This design comes from an exercise in tuning for small area, a short achievable clock period and few clock cycles per item on the open sky130 flow, not from production work. In this exercise RTL edits were held to simulation tests only and were not proved equivalent to the original. Power and IR drop assume default switching activity.

// mwadd
module mwadd (
    input  wire         clk,
    input  wire         rst,
    input  wire         req_valid,
    output wire         req_ready,
    input  wire [31:0]  req_cmd,
    input  wire [191:0] req_x,
    input  wire [191:0] req_y,
    output wire         rsp_valid,
    input  wire         rsp_ready,
    output wire [31:0]  rsp_word,
    output wire [191:0] rsp_z
);
Settings: LEC_CHECK=0, CAP_MARGIN=30, CORE_MARGIN=2, CORE_UTILIZATION=50, SLEW_MARGIN=20; clock period 34.0 ns.
standard.sh (not shown) runs the stock make flow with config.mk's settings and CLKGATE_MAP_FILE= SYNTH_SCRIPT=/design/flow/synth_recipe.tcl, a recipe that flattens the netlist after the stock synthesis.
==> flow/flow/run.sh <==
#!/bin/bash
# The standard layout (standard.sh: unchanged synthesis, floorplan, placement,
# CTS, routing) at the design's SDC, with two changes to how it optimises:
# - repair_timing is asked to keep 19 ns of setup slack, so it keeps shortening
#   paths past the 34 ns constraint;
# - buffer_ports still gives every input and output port its own buffer, but
#   starts from the smallest buffer cell (repair resizes it where timing needs).
# make's output goes to flow_make.log; each ORFS step logs under orfs/logs/.
set -euo pipefail
bash standard.sh SETUP_SLACK_MARGIN=19 "BUFFER_PORTS_ARGS=-buffer_cell sky130_fd_sc_hd__buf_1" finish > flow_make.log 2>&1
Testbench counts at the start, summed over its fixed seeds: cycles 64,000, items 32,000.
Change:
==> flow/flow/run.sh (replaced) <==
#!/bin/bash
# The standard layout (standard.sh: unchanged synthesis, floorplan, placement,
# CTS, routing) at the design's SDC, except that repair_timing is asked to keep
# 20 ns of setup slack, so it keeps shortening paths past the 34 ns constraint.
# make's output goes to flow_make.log; each ORFS step logs under orfs/logs/.
set -euo pipefail
bash standard.sh SETUP_SLACK_MARGIN=20 finish > flow_make.log 2>&1
- CAP_MARGIN: 30 -> 20
- CORE_UTILIZATION: 50 -> 45
=> Area after synthesis stays the same. Register-to-register slack got worse by 0.25 ns. Maximum frequency goes up by a few percent. Total power climbs by a little under a tenth. Die area is higher by roughly a tenth. Non-clock buffer count went up by 80. Routed wire length came out higher by a few percent. Final area rises by roughly a tenth. Global-route usage fell by 1.3 points.
Change:
==> flow/flow/run.sh (replaced) <==
#!/bin/bash
# The standard layout (standard.sh: unchanged synthesis, floorplan, placement,
# CTS, routing) at the design's SDC, with two changes to how it optimises:
# - repair_timing is asked to keep 19 ns of setup slack, so it keeps shortening
#   paths past the 34 ns constraint;
# - buffer_ports still gives every input and output port its own buffer, but
#   starts from the smallest buffer cell (repair resizes it where timing needs).
# make's output goes to flow_make.log; each ORFS step logs under orfs/logs/.
set -euo pipefail
bash standard.sh SETUP_SLACK_MARGIN=19 "BUFFER_PORTS_ARGS=-buffer_cell sky130_fd_sc_hd__buf_1" finish > flow_make.log 2>&1
- CAP_MARGIN: 20 -> 30
The changed run ran to the end with no violations.
Global-route usage went down by 1.5 points.
Utilization fell by 7.4 points.
Via count decreases by 2.3%.
Wire length goes down by 0.95%.
Sequential power stays flat.
First-iteration DRC count drops by 4.6%.
Change:
- CORE_UTILIZATION: 45 -> 40
Flip-flop and latch count does not change.
Setup slack improved by 0.071 ns.
Die area rises by 12%.
Sequential power stays flat.
Cell area stays flat.
Power falls by 2.6%.
Global-route usage falls by 4.6 points.
Routed wire length rises by 3.3%.
Worst hold slack improved by 0.14 ns.

Setup of the previous run:
mwadd again, from the RTL that the note above started with.
// mwadd
module mwadd (
    input  wire         clk,
    input  wire         rst,
    input  wire         req_valid,
    output wire         req_ready,
    input  wire [31:0]  req_cmd,
    input  wire [191:0] req_x,
    input  wire [191:0] req_y,
    output wire         rsp_valid,
    input  wire         rsp_ready,
    output wire [31:0]  rsp_word,
    output wire [191:0] rsp_z
);
    reg busy;
    wire         fix_d, sgn_d, st_low_d;
    wire [2:0]   fst_d, mode_d, regime_d;
    wire [1:0]   fcls_d;
    wire [129:0] sum_d;
    wire [31:0]  ea_d;
    wire [6:0]   ptm1_d;
    mwadd_align u_align (
        .cmd(req_cmd), .x(req_x), .y(req_y),
        .fix(fix_d), .fst(fst_d), .fcls(fcls_d), .sgn(sgn_d),
        .sum(sum_d), .st_low(st_low_d), .ea(ea_d), .ptm1(ptm1_d),
        .mode(mode_d), .regime(regime_d));
    reg         fix_q, sgn_q, st_low_q;
    reg [2:0]   fst_q, mode_q, regime_q;
    reg [1:0]   fcls_q;
    reg [129:0] sum_q;
    reg [31:0]  ea_q;
    reg [6:0]   ptm1_q;
    always @(posedge clk) begin
        if (rst)
            busy <= 1'b0;
        else if (!busy)
            busy <= req_valid;
        else if (rsp_ready)
            busy <= 1'b0;
    end
    always @(posedge clk) begin
        if (!busy) begin
            fix_q    <= fix_d;
            fst_q    <= fst_d;
            fcls_q   <= fcls_d;
            sgn_q    <= sgn_d;
            sum_q    <= sum_d;
            st_low_q <= st_low_d;
            ea_q     <= ea_d;
            ptm1_q   <= ptm1_d;
            mode_q   <= mode_d;
            regime_q <= regime_d;
        end
    end
    mwadd_round u_round (
        .fix(fix_q), .fst(fst_q), .fcls(fcls_q), .sgn(sgn_q),
        .sum(sum_q), .st_low(st_low_q), .ea(ea_q), .ptm1(ptm1_q),
        .mode(mode_q), .regime(regime_q),
        .rword(rsp_word), .z(rsp_z));
    assign req_ready = !busy && !rst;
    assign rsp_valid = busy && !rst;
endmodule
Settings: LEC_CHECK=0, CAP_MARGIN=30, CORE_MARGIN=2, CORE_UTILIZATION=45, SLEW_MARGIN=20; clock period 34.0 ns.
==> flow/flow/run.sh <==
#!/bin/bash
# The standard layout (standard.sh: unchanged synthesis, floorplan, placement,
# CTS, routing) at the design's SDC, with two changes to how it optimises:
# - repair_timing is asked to keep 18 ns of setup slack, so it keeps shortening
#   paths past the 34 ns constraint;
# - buffer_ports still gives every input and output port its own buffer, but
#   starts from the smallest buffer cell (repair resizes it where timing needs).
# make's output goes to flow_make.log; each ORFS step logs under orfs/logs/.
set -euo pipefail
bash standard.sh SETUP_SLACK_MARGIN=18 "BUFFER_PORTS_ARGS=-buffer_cell sky130_fd_sc_hd__buf_1" finish > flow_make.log 2>&1
Both conditions hold for the previous run: the flow ran to the end and the final layout passed the timing, design-rule and antenna checks.
Testbench counts of the previous run, summed over its fixed seeds: cycles 64,000, items 32,000.
> inputs changed (the previous run -> the current run)
Settings: swapping 30 for 20 in CAP_MARGIN.
==> flow/flow/run.sh <==
#!/bin/bash
# The standard layout (standard.sh: unchanged synthesis, floorplan, placement,
# CTS, routing) at the design's SDC, with two changes to how it optimises:
# - repair_timing is asked to keep 20 ns of setup slack, so it keeps shortening
#   paths past the 34 ns constraint;
# - buffer_ports still gives every input and output port its own buffer, but
#   starts from the smallest buffer cell (repair resizes it where timing needs).
# make's output goes to flow_make.log; each ORFS step logs under orfs/logs/.
set -euo pipefail
bash standard.sh SETUP_SLACK_MARGIN=20 "BUFFER_PORTS_ARGS=-buffer_cell sky130_fd_sc_hd__buf_1" finish > flow_make.log 2>&1
==> notes.md <==
The non-clock buffer count in the previous run is 0.74 times that in the current run.
As far as arithmetic-cell share of the synthesized area counting full adders, half adders and majority gates goes, the previous run and the current run are indistinguishable; the numbers are identical.
Total power after layout (the current run / the previous run): 1.17
Going from the previous run to the current run, wire length has increased, total power density per cell area has increased, total track usage went up 3.4 points, sequential share of layout area decreased 1.4 points.

## afterwards: timing with drivers on the ports
The flow's constraints put no driver on any port. The routed layouts listed below were extracted and timed again, unchanged, in two steps.
Step 1, drivers: a clkbuf_16 drives clk and a buf_2 each remaining input, both assumed.
Step 2 moves the port delays by t, midway between the first and last clock arrival at a register: inputs arrive t later, outputs are due t later. That takes back most of the time a late clock gives input paths.
Three values: ideal ports, drivers, drivers and shift; two values: the first two.
run | t, ns | setup slack, ns | clock arrival spread, ns | worst data-port slew with drivers (ns)
the first run of note 1 | 0.566 | 18.925 / 18.966 / 18.401 | 0.035 / 0.035 | 0.28
the second run of note 1 | 0.582 | 19.487 / 19.523 / 18.941 | 0.028 / 0.028 | 0.18
the third run of note 1 | 0.585 | 18.997 / 19.054 / 18.469 | 0.017 / 0.018 | 0.20
the fourth run of note 1 | 0.599 | 19.067 / 19.125 / 18.525 | 0.023 / 0.023 | 0.15
the previous run | 0.557 | 17.912 / 17.852 / 17.295 | 0.032 / 0.032 | 0.34
the current run | 0.584 | 19.301 / 19.344 / 18.760 | 0.032 / 0.032 | 0.28
After both steps every run listed still meets setup and hold. For the previous run, which loses most, drivers alone change the setup slack by -0.060 ns; drivers and shift together by -0.617 ns.
